Source: an optimization exercise on an open RTL-to-GDS flow (aim: small area). Production flows keep margins and buffers that such runs may drop.
The RTL was checked by simulation tests, not by an equivalence proof against the original design.
Power is estimated from default activity; no workload was simulated.

===== design/flow/run.sh =====
#!/bin/bash
# synth_recipe.tcl (not shown) runs the flow's synth.tcl, then flattens the netlist and writes it again
# the make line also repeats each setting of config.mk as NAME=value (left out here)
make -C /OpenROAD-flow-scripts/flow DESIGN_CONFIG=/design/flow/config.mk WORK_HOME=/design/flow/orfs CLKGATE_MAP_FILE= SYNTH_SCRIPT=/design/flow/synth_recipe.tcl finish

===== design/flow/config.mk =====
export PLATFORM = sky130hd
export DESIGN_NAME = pm_irblock
export DESIGN_NICKNAME = pm_irblock
export VERILOG_FILES = /design/flow/design.v
export SDC_FILE = /design/flow/constraint.sdc
export NUM_CORES = 4
export LEC_CHECK = 0
export CAP_MARGIN = 20
export CORE_MARGIN = 2
export CORE_UTILIZATION = 40
export SLEW_MARGIN = 20

===== design/flow/constraint.sdc =====
create_clock -name core_clock -period 10.0 [get_ports {clk}]
set_input_delay 2.0000 -clock core_clock [delete_from_list [all_inputs] [get_ports {clk}]]
set_output_delay 2.0000 -clock core_clock [all_outputs]
set_load 0.01 [all_outputs]

===== design/flow/design.v =====
module pm_irblock (
    input  wire        clk,
    input  wire        rst,           
    input  wire        op_valid,
    input  wire [63:0] op_word,
    output reg         ev_frame,
    output reg  [7:0]  frame_addr,
    output reg  [7:0]  frame_cmd,
    output reg  [7:0]  frame_flags,
    output reg         ev_adc_soc,
    output reg         ev_read,
    output reg  [31:0] read_data,
    output wire        sensor_pwr,
    output wire        cha_active,
    output wire        chb_active,
    output wire        adc_enable,
    output wire        rx_ready,
    output wire        twk_ready
);
    localparam [31:0] P_T_HDR_MARK   = 32'd9000;
    localparam [31:0] P_T_HDR_SPACE  = 32'd4500;
    localparam [31:0] P_T_RPT_SPACE  = 32'd2250;
    localparam [31:0] P_T_UNIT       = 32'd560;
    localparam [31:0] P_T_ONE_SPACE  = 32'd1680;
    localparam integer P_TOL_HDR_LO  = 25;
    localparam integer P_TOL_HDR_HI  = 25;
    localparam integer P_TOL_BIT_LO  = 50;
    localparam integer P_TOL_BIT_HI  = 50;
    localparam [5:0]  P_N_BITS       = 6'd32;
    localparam [15:0] P_PERIOD_A     = 16'd100;
    localparam [15:0] P_PERIOD_B     = 16'd40;
    localparam [15:0] P_SENS_TH      = 16'd25;
    localparam        P_HAS_SENSOR   = 1'b1;
    localparam [7:0]  P_BRIGHT_INIT0 = 8'd20;
    localparam [7:0]  P_BRIGHT_INIT1 = 8'd10;
    localparam [31:0] RESYNC_SPACE   = 2 * P_T_HDR_MARK;
    localparam [31:0] ONE_THRESHOLD  = 2 * P_T_UNIT;
    localparam [31:0] HDR_MARK_LO  = (P_T_HDR_MARK  * (100 - P_TOL_HDR_LO)) / 100;
    localparam [31:0] HDR_MARK_HI  = (P_T_HDR_MARK  * (100 + P_TOL_HDR_HI)) / 100;
    localparam [31:0] HDR_SPACE_LO = (P_T_HDR_SPACE * (100 - P_TOL_HDR_LO)) / 100;
    localparam [31:0] HDR_SPACE_HI = (P_T_HDR_SPACE * (100 + P_TOL_HDR_HI)) / 100;
    localparam [31:0] RPT_SPACE_LO = (P_T_RPT_SPACE * (100 - P_TOL_HDR_LO)) / 100;
    localparam [31:0] RPT_SPACE_HI = (P_T_RPT_SPACE * (100 + P_TOL_HDR_HI)) / 100;
    localparam [31:0] UNIT_LO      = (P_T_UNIT      * (100 - P_TOL_BIT_LO)) / 100;
    localparam [31:0] UNIT_HI      = (P_T_UNIT      * (100 + P_TOL_BIT_HI)) / 100;
    localparam [31:0] ONE_SPACE_HI = (P_T_ONE_SPACE * (100 + P_TOL_BIT_HI)) / 100;
    localparam [7:0] OPC_NOP         = 8'h00;
    localparam [7:0] OPC_IR_EDGE     = 8'h01;
    localparam [7:0] OPC_TIMER_TICK  = 8'h02;
    localparam [7:0] OPC_SENSOR_EDGE = 8'h03;
    localparam [7:0] OPC_OVF_TICK    = 8'h04;
    localparam [7:0] OPC_MODE_WRITE  = 8'h05;
    localparam [7:0] OPC_RECONCILE   = 8'h06;
    localparam [7:0] OPC_FLAG_CLEAR  = 8'h07;
    localparam [7:0] OPC_BRIGHT_WRITE= 8'h08;
    localparam [7:0] OPC_REG_READ    = 8'h09;
    localparam [2:0] S_START_MARK  = 3'd0;
    localparam [2:0] S_START_SPACE = 3'd1;
    localparam [2:0] S_FIRST_MARK  = 3'd2;
    localparam [2:0] S_DATA_MARK   = 3'd3;
    localparam [2:0] S_DATA_SPACE  = 3'd4;
    localparam [1:0] M_STATIC  = 2'd0;
    localparam [1:0] M_TWINKLE = 2'd1;
    localparam [1:0] M_MUSIC   = 2'd2;
    localparam [1:0] M_NOTHING = 2'd3;
    reg [2:0]  dstate;
    reg [5:0]  bitcnt;
    reg [31:0] data;
    reg [31:0] mask;
    reg [7:0]  wflags;
    reg [31:0] last_ts;
    reg [31:0] rx_data;
    reg [7:0]  rx_flags;
    reg        rx_pending;
    reg [1:0]  mode_cur;
    reg [1:0]  mode_prev;
    reg [15:0] tcnt;
    reg [15:0] ocra;
    reg [15:0] ocrb;
    reg        cha_en;
    reg        chb_en;
    reg        adc_en;
    reg        twk_adv;
    reg [7:0]  bright0;
    reg [7:0]  bright1;
    reg [7:0]  saved0;
    reg [7:0]  saved1;
    reg [15:0] sens_cnt;
    reg        sens_pwr;
    reg        sens_armed;
    reg        err_valid;
    reg [3:0]  err_cause;
    reg [7:0]  err_opc;
    wire [7:0] opc = op_word[63:56];
    reg [63:0] fmt_mask;
    always @(*) begin
        case (opc)
            OPC_IR_EDGE:      fmt_mask = 64'hFFFFFFFE00000000;
            OPC_MODE_WRITE:   fmt_mask = 64'hFFFFFFFFFFFFFFFC;
            OPC_FLAG_CLEAR:   fmt_mask = 64'hFFFFFFFFFFFFFFFC;
            OPC_BRIGHT_WRITE: fmt_mask = 64'hFFFFFFFFFFFFFE00;
            OPC_REG_READ:     fmt_mask = 64'hFFFFFFFFFFFFFF00;
            default:          fmt_mask = 64'hFFFFFFFFFFFFFFFF;
        endcase
    end
    wire reserved_bits_set = ((op_word & fmt_mask) != {opc, 56'd0});
    reg       illegal;
    reg [3:0] cause;
    always @(*) begin
        illegal = 1'b1;
        cause   = 4'd0;
        if (opc > OPC_REG_READ)
            cause = 4'd1;
        else if ((opc == OPC_SENSOR_EDGE || opc == OPC_OVF_TICK) && !P_HAS_SENSOR)
            cause = 4'd5;
        else if (reserved_bits_set)
            cause = 4'd2;
        else if (opc == OPC_MODE_WRITE && op_word[1:0] == M_NOTHING)
            cause = 4'd6;
        else if (opc == OPC_BRIGHT_WRITE && op_word[7:0] > 8'd250)
            cause = 4'd4;
        else if (opc == OPC_REG_READ && (op_word[1:0] != 2'd0 || op_word[7:0] > 8'h38))
            cause = 4'd3;
        else
            illegal = 1'b0;
    end
    wire legal = op_valid && !illegal;
    wire        ir_lvl = op_word[32];
    wire [31:0] ir_t   = op_word[31:0];
    wire [31:0] dt     = ir_t - last_ts;
    wire win_hdr_mark  = (dt >= HDR_MARK_LO)  && (dt <= HDR_MARK_HI);
    wire win_hdr_space = (dt >= HDR_SPACE_LO) && (dt <= HDR_SPACE_HI);
    wire win_rpt_space = (dt >= RPT_SPACE_LO) && (dt <= RPT_SPACE_HI);
    wire win_unit      = (dt >= UNIT_LO)      && (dt <= UNIT_HI);
    wire win_data_sp   = (dt >= UNIT_LO)      && (dt <= ONE_SPACE_HI);
    wire bit_is_one    = (dt > ONE_THRESHOLD);
    wire force_resync  = (ir_lvl == 1'b0) && (dt > RESYNC_SPACE);
    reg [2:0]  ir_dstate_n;
    reg [5:0]  ir_bitcnt_n;
    reg [31:0] ir_data_n;
    reg [31:0] ir_mask_n;
    reg [7:0]  ir_wflags_n;
    reg        ir_accept_frame;
    reg        ir_accept_repeat;
    always @(*) begin
        ir_dstate_n      = dstate;
        ir_bitcnt_n      = bitcnt;
        ir_data_n        = data;
        ir_mask_n        = mask;
        ir_wflags_n      = wflags;
        ir_accept_frame  = 1'b0;
        ir_accept_repeat = 1'b0;
        if (force_resync) begin
            ir_dstate_n = S_START_MARK;
            ir_bitcnt_n = 6'd0;
            ir_data_n   = 32'd0;
            ir_mask_n   = 32'd1;
            ir_wflags_n = 8'd0;
        end else begin
            case (dstate)
                S_START_MARK: begin
                    if (ir_lvl && win_hdr_mark)
                        ir_dstate_n = S_START_SPACE;
                end
                S_START_SPACE: begin
                    if (!ir_lvl && win_hdr_space) begin
                        ir_dstate_n = S_FIRST_MARK;
                    end else if (!ir_lvl && win_rpt_space) begin
                        ir_wflags_n = 8'h01;
                        ir_dstate_n = S_FIRST_MARK;
                    end else begin
                        ir_dstate_n = S_START_MARK;
                        ir_bitcnt_n = 6'd0;
                        ir_data_n   = 32'd0;
                        ir_mask_n   = 32'd1;
                        ir_wflags_n = 8'd0;
                    end
                end
                S_FIRST_MARK: begin
                    if (ir_lvl && win_unit && !wflags[0]) begin
                        ir_dstate_n = S_DATA_SPACE;
                    end else begin
                        ir_accept_repeat = ir_lvl && win_unit && wflags[0];
                        ir_dstate_n = S_START_MARK;
                        ir_bitcnt_n = 6'd0;
                        ir_data_n   = 32'd0;
                        ir_mask_n   = 32'd1;
                        ir_wflags_n = 8'd0;
                    end
                end
                S_DATA_MARK: begin
                    if (ir_lvl && win_unit && bitcnt != P_N_BITS) begin
                        ir_dstate_n = S_DATA_SPACE;
                    end else begin
                        ir_accept_frame = ir_lvl && win_unit && bitcnt == P_N_BITS;
                        ir_dstate_n = S_START_MARK;
                        ir_bitcnt_n = 6'd0;
                        ir_data_n   = 32'd0;
                        ir_mask_n   = 32'd1;
                        ir_wflags_n = 8'd0;
                    end
                end
                S_DATA_SPACE: begin
                    if (!ir_lvl && win_data_sp) begin
                        if (bit_is_one)
                            ir_data_n = data | mask;
                        ir_mask_n   = {mask[30:0], 1'b0};
                        ir_bitcnt_n = bitcnt + 6'd1;
                        ir_dstate_n = S_DATA_MARK;
                    end else begin
                        ir_dstate_n = S_START_MARK;
                        ir_bitcnt_n = 6'd0;
                        ir_data_n   = 32'd0;
                        ir_mask_n   = 32'd1;
                        ir_wflags_n = 8'd0;
                    end
                end
                default: begin
                    ir_dstate_n = S_START_MARK;
                    ir_bitcnt_n = 6'd0;
                    ir_data_n   = 32'd0;
                    ir_mask_n   = 32'd1;
                    ir_wflags_n = 8'd0;
                end
            endcase
        end
    end
    wire [15:0] tcnt_inc = tcnt + 16'd1;
    wire        match_a  = cha_en && (tcnt_inc == ocra);
    wire        match_b  = chb_en && (tcnt_inc == ocrb);
    wire rc_disarm_a = (mode_prev == M_TWINKLE) && (mode_cur != M_TWINKLE) && cha_en;
    wire rc_arm_a    = (mode_cur == M_TWINKLE) && (mode_prev != M_TWINKLE) && !cha_en;
    wire rc_exit_mus = (mode_prev == M_MUSIC) && (mode_cur != M_MUSIC) && chb_en;
    wire rc_enter_mus= (mode_cur == M_MUSIC) && (mode_prev != M_MUSIC) && !chb_en;
    wire [15:0] sens_cnt_inc = (sens_cnt < P_SENS_TH) ? sens_cnt + 16'd1 : sens_cnt;
    reg [31:0] reg_rdata;
    always @(*) begin
        case (op_word[7:0])
            8'h00: reg_rdata = {8'd0, wflags, 2'd0, bitcnt, 5'd0, dstate};
            8'h04: reg_rdata = data;
            8'h08: reg_rdata = mask;
            8'h0C: reg_rdata = last_ts;
            8'h10: reg_rdata = rx_data;
            8'h14: reg_rdata = {16'd0, rx_flags, 7'd0, rx_pending};
            8'h18: reg_rdata = {26'd0, mode_prev, 2'd0, mode_cur};
            8'h1C: reg_rdata = {16'd0, tcnt};
            8'h20: reg_rdata = {16'd0, ocra};
            8'h24: reg_rdata = {16'd0, ocrb};
            8'h28: reg_rdata = {23'd0, twk_adv, 5'd0, adc_en, chb_en, cha_en};
            8'h2C: reg_rdata = {saved1, saved0, bright1, bright0};
            8'h30: reg_rdata = {14'd0, sens_armed, sens_pwr, sens_cnt};
            8'h34: reg_rdata = {16'd0, err_opc, err_cause, 3'd0, err_valid};
            8'h38: reg_rdata = {18'd0, P_N_BITS, 7'd0, P_HAS_SENSOR};
            default: reg_rdata = 32'd0;
        endcase
    end
    always @(posedge clk) begin
        if (rst) begin
            dstate      <= S_START_MARK;
            bitcnt      <= 6'd0;
            data        <= 32'd0;
            mask        <= 32'd1;
            wflags      <= 8'd0;
            last_ts     <= 32'd0;
            rx_data     <= 32'd0;
            rx_flags    <= 8'd0;
            rx_pending  <= 1'b0;
            mode_cur    <= M_NOTHING;
            mode_prev   <= M_NOTHING;
            tcnt        <= 16'd0;
            ocra        <= 16'd0;
            ocrb        <= 16'd0;
            cha_en      <= 1'b0;
            chb_en      <= 1'b0;
            adc_en      <= 1'b0;
            twk_adv     <= 1'b0;
            bright0     <= P_BRIGHT_INIT0;
            bright1     <= P_BRIGHT_INIT1;
            saved0      <= 8'd0;
            saved1      <= 8'd0;
            sens_cnt    <= 16'd0;
            sens_pwr    <= 1'b0;
            sens_armed  <= 1'b0;
            err_valid   <= 1'b0;
            err_cause   <= 4'd0;
            err_opc     <= 8'd0;
            ev_frame    <= 1'b0;
            frame_addr  <= 8'd0;
            frame_cmd   <= 8'd0;
            frame_flags <= 8'd0;
            ev_adc_soc  <= 1'b0;
            ev_read     <= 1'b0;
            read_data   <= 32'd0;
        end else begin
            ev_frame   <= 1'b0;
            ev_adc_soc <= 1'b0;
            ev_read    <= 1'b0;
            if (op_valid && illegal) begin
                if (!err_valid) begin
                    err_valid <= 1'b1;
                    err_cause <= cause;
                    err_opc   <= opc;
                end
            end
            if (legal) begin
                case (opc)
                    OPC_IR_EDGE: begin
                        last_ts <= ir_t;
                        dstate  <= ir_dstate_n;
                        bitcnt  <= ir_bitcnt_n;
                        data    <= ir_data_n;
                        mask    <= ir_mask_n;
                        wflags  <= ir_wflags_n;
                        if (ir_accept_frame) begin
                            rx_data     <= data;
                            rx_flags    <= 8'h00;
                            rx_pending  <= 1'b1;
                            ev_frame    <= 1'b1;
                            frame_addr  <= data[7:0];
                            frame_cmd   <= data[23:16];
                            frame_flags <= 8'h00;
                        end
                        if (ir_accept_repeat) begin
                            rx_flags    <= 8'h01;
                            rx_pending  <= 1'b1;
                            ev_frame    <= 1'b1;
                            frame_addr  <= rx_data[7:0];
                            frame_cmd   <= rx_data[23:16];
                            frame_flags <= 8'h01;
                        end
                    end
                    OPC_TIMER_TICK: begin
                        tcnt <= tcnt_inc;
                        if (match_a) begin
                            twk_adv <= 1'b1;
                            ocra    <= ocra + P_PERIOD_A;
                        end
                        if (match_b) begin
                            ocrb <= ocrb + P_PERIOD_B;
                            if (adc_en)
                                ev_adc_soc <= 1'b1;
                        end
                    end
                    OPC_SENSOR_EDGE: begin
                        sens_cnt <= 16'd0;
                        sens_pwr <= 1'b1;
                        if (!sens_armed)
                            sens_armed <= 1'b1;
                    end
                    OPC_OVF_TICK: begin
                        if (sens_armed) begin
                            sens_cnt <= sens_cnt_inc;
                            if (sens_cnt_inc == P_SENS_TH) begin
                                sens_pwr   <= 1'b1;
                                sens_armed <= 1'b0;
                            end
                        end
                    end
                    OPC_MODE_WRITE: begin
                        mode_prev <= mode_cur;
                        mode_cur  <= op_word[1:0];
                    end
                    OPC_RECONCILE: begin
                        if (rc_disarm_a)
                            cha_en <= 1'b0;
                        if (rc_arm_a) begin
                            ocra   <= tcnt + P_PERIOD_A;
                            cha_en <= 1'b1;
                        end
                        if (rc_exit_mus) begin
                            bright0 <= saved0;
                            bright1 <= saved1;
                            chb_en  <= 1'b0;
                            adc_en  <= 1'b0;
                        end
                        if (rc_enter_mus) begin
                            saved0 <= bright0;
                            saved1 <= bright1;
                            ocrb   <= tcnt + P_PERIOD_B;
                            chb_en <= 1'b1;
                            adc_en <= 1'b1;
                        end
                    end
                    OPC_FLAG_CLEAR: begin
                        if (op_word[0])
                            rx_pending <= 1'b0;
                        if (op_word[1])
                            twk_adv <= 1'b0;
                    end
                    OPC_BRIGHT_WRITE: begin
                        if (op_word[8])
                            bright1 <= op_word[7:0];
                        else
                            bright0 <= op_word[7:0];
                    end
                    OPC_REG_READ: begin
                        ev_read   <= 1'b1;
                        read_data <= reg_rdata;
                    end
                    default: ;   
                endcase
            end
        end
    end
    assign sensor_pwr = sens_pwr;
    assign cha_active = cha_en;
    assign chb_active = chb_en;
    assign adc_enable = adc_en;
    assign rx_ready   = rx_pending;
    assign twk_ready  = twk_adv;
endmodule

==> summary.txt <==
==> worst max-delay path, delay by kind of cell <==
kind | cells | cell delay (ns)
compound gates | 6 | 2.13
xor+xnor | 1 | 0.30
fa+ha+maj | 2 | 0.62
buf+inv | 3 | 0.95
simple gates | 3 | 1.84
==> Yosys cell counts, drive strengths merged, types with 25 or more instances <==
cell type	count	area, um2
nand2	326	1230
mux2i	59	591
ha	38	475
o41ai	33	289
nor2	178	668
a221oi	38	357
o21ai	99	495
dfxtp	308	6170
clkbuf	153	574
nor4	78	488
nor3	32	165
o211ai	42	315
a222oi	43	430
a22oi	43	323
xor2	34	298
nand3	90	450
xnor2	41	359
inv	91	342
nand4	42	263
a211oi	25	198
and3	28	175
o21a	43	323
a21oi	178	891
buf	48	277
==> sequential cells by signal, indices dropped and copies added (netlist names), 16 cells and up <==
name,count
data,32
last_ts,32
mask,32
ocra,16
ocrb,16
read_data,32
rx_data,32
sens_cnt,16
tcnt,16
==> cell families after synthesis <==
kind of cell	Yosys count	share of synthesized area
flip-flops	308	0.337
adder cells (fa/ha/maj)	39	0.0271
XOR/XNOR	77	0.0383
other	1	0.000205
AO/OA/AOI/OAI	682	0.262
AND/OR/NAND/NOR	890	0.233
multiplexers	67	0.0372
buffers and inverters	292	0.0651
==> layout by cell type (no fill, tap or decap), types with 43 or more instances in the layout <==
| cell type | instances |
|---|---|
| o21a_1 | 43 |
| nor2_1 | 171 |
| a222oi_1 | 43 |
| clkdlybuf4s50_1 | 123 |
| o21ai_0 | 96 |
| dfxtp_1 | 308 |
| mux2i_1 | 59 |
| a21oi_1 | 177 |
| nand2_1 | 324 |
| nand3_1 | 90 |
| nor4_1 | 73 |
| inv_1 | 90 |
==> metrics by stage <==
stage | utilization | instances | hold WS (ns)
2_1_floorplan | - | 2362 | 0.431
3_3_place_gp | 0.439 | 2922 | 0.439
3_5_place_dp | 0.439 | 2922 | 0.447
4_1_cts | 0.466 | 2988 | 0.455
5_1_grt | 0.466 | 2989 | 0.473
6_report | 0.466 | 2989 | 0.458
==> power breakdown <==
part	leakage, nW	switching, W	internal (W)
logic	3.69	0.000148	0.0000784
registers	2.48	0.00000371	0.00123
clock network	0.597	0.000562	0.000816
total	6.76	0.000714	0.00212
==> metal layers <==
layer	track usage	vias to the layer above
li1	-	8710
met1	0.397	9242
met2	0.437	944
met3	0.0660	169
met4	0.130	0
met5	0	-
==> worst max path at each step <==
stage | startpoint | end
after floorplan | op_word[0] | frame_addr[0]
after global placement | op_word[0] | bitcnt[0]
after detailed placement | op_word[0] | bitcnt[0]
after CTS | op_word[0] | bitcnt[0]
after global routing | op_word[3] | bitcnt[1]
final | op_word[0] | mask[27]
==> layout make-up <==
| class | instances | area share |
|---|---|---|
| Clock buffer | 60 | 0.0547 |
| Inverter | 91 | 0.0162 |
| Multi-Input combinational cell | 1762 | 0.525 |
| Timing Repair Buffer | 162 | 0.0727 |
| Tap cell | 600 | 0.0356 |
| Clock inverter | 6 | 0.00308 |
| Sequential cell | 308 | 0.292 |
==> impl_metrics.csv <==
group,metric,value,unit
routing,routed-wl-met2,30500,um
timing,layout_setup_ws,2.55,ns
layout,drive_above_1_share,0.0632,
placement,routabilityCongestion,0.967,
worst_setup_path,worstRegToRegCells,13,
hold_path,holdPathEnd,"rx_data[11]",
worst_setup_path,endpoint_kind,"flop",
worst_setup_path,path_class,"in2reg",
pwr,p_total,0.00284,W
global_route,grt_max_degree,78,
worst_setup_path,path_cells,"clkdlybuf4s50_1 > inv_1 > ha_1 > inv_1 > fa_1 > a211oi_2 > o31ai_4 > a21oi_1 > xnor2_1 > or4_4 > or3_1 > o21a_1 > a221oi_4 > or2_2 > o41ai_1",
clock_network,clkTransAtPathRegs,0.06,ns
worst_setup_path,cp_max_fo,32,
global_route,grt_pass1_wl,107000,um
status,status,"complete, no violations",
routing,highest_layer,"met4",
layout,nets,2468,
global_route,grt_antenna_before_repair,0,
worst_setup_path,max_stage_delay,0.74,ns
timing,fmax,134,MHz
routing,wirelength,71200,um
clock_network,numClockSinks,308,
synth,syn_avg_cell_area,7.77,um2
layout,multiInputGateArea,11100,um2
synth,ys_seq_elements,308,
layout,syn_to_final_growth,15.2,%
routing,wl_met3,7010,um
layout,fillCellCount,4511,
worst_setup_path,r2r_end,"mask[27]",
die,coreArea,45300,um2
die,fp.dieW,218,um
clock_network,cts_buffer_depth,3,
die,die_h,218,um
clock_network,cts_root_buf,"clkbuf_16",
timing,final.setup.tns,0,ns
routing,drtIter0Drc,2404,
routing,antenna_left,0,
hold_path,hold_path_class,"reg2reg",
synth,synth.distinct_cells,90,
routing,drt_first_pass_iters,6,
timing,hold_violations,0,
timing,fin_worst_skew,0.0185,ns
timing,setup_viol,0,
timing,rsz0062_at_grt,"false",
clock_network,postCtsSetupBuffers,0,
timing,period_minus_slack,7.45,ns
global_route,grt_overflow_total,0,
routing,wire_per_inst,23.8,um
die,pin_count,132,
worst_setup_path,reg2reg_slack,4.20,ns
hold_path,min-delay-start,"rx_data[11]",
synth,yosysSeqAreaShare,0.337,
routing,vias,19100,
synth,synth_warnings,1,
clock_network,cts_hold_buf,0,
clock_network,htreeDepth,2,
pwr,powerDensity,135,nW/um2
worst_setup_path,r2r-start,"last_ts[14]",
layout,fin_area,21100,um2
clock_network,clock_latency,0.56,ns
layout,diodes,0,
hold_path,worstHoldPathCells,2,
timing,finalMaxSlewViolations,0,
timing,post-route-period-util,0.745,
die,row_count,78,
run,cap_violations,0,
synth,syn_inst,2356,
placement,dpl_cell_area,19900,um2
synth,netlist_area,18300,um2
clock_network,cts_tree,"done",
worst_setup_path,critPathSlowestCell,"clkdlybuf4s50_1",
worst_setup_path,arrival,7.85,ns
placement,place_hpwl,51200,um
pwr,ir_drop,0.0000812,V
global_route,globalRouteTotalUtil,0.291,
pwr,p_leak,6.76,nW
routing,wl_met1,30600,um
timing,relSlewSlack,0.282,
layout,area.sequential,6170,um2
clock_network,cts.repair.resized,0,
routing,viasPerCell,6.38,
die,die-area,47500,um2
synth,synth-main-ff-cell,"dfxtp_1",
worst_setup_path,startpoint_type,"input port",
worst_setup_path,cp.required,10.40,ns
clock_network,cts_buffers,37,
placement,pre_cts_slack,2.12,ns
worst_setup_path,critPathMostFrequentCell,"inv_1",
timing,tightest_slew,1.07,ns
routing,drc,0,
die,initial_core_util,0.404,
placement,numPortBuffers,124,
global_route,first_global_vias,17400,
synth,async_reset_ff_frac,0,
synth,synth_edf_count,0,

==> what the ideal ports hide <==
How much do the figures lean on ideal ports? The routed layout below was timed once more, with nothing changed but the port constraints.
Step 1 sets driving cells, clkbuf_16 on the clock port and buf_2 on the other inputs (assumed; they add their load-dependent delay and slew).
Step 2 times the ports against the registers' clock, not the clock port: input delays grow and output delays shrink by t, the midpoint of the rising clock arrivals with the driver on.
a / b / c = no drivers / after step 1 / after step 2; a / b = the first two.
shift t [ns]: 0.609
slack for setup (ns): 2.550 / 2.577 / 1.968
pins driven straight from the clock port: 1
After both steps this run still meets setup and hold. The setup slack of this run moves by +0.027 ns with the drivers and by -0.582 ns with both steps.
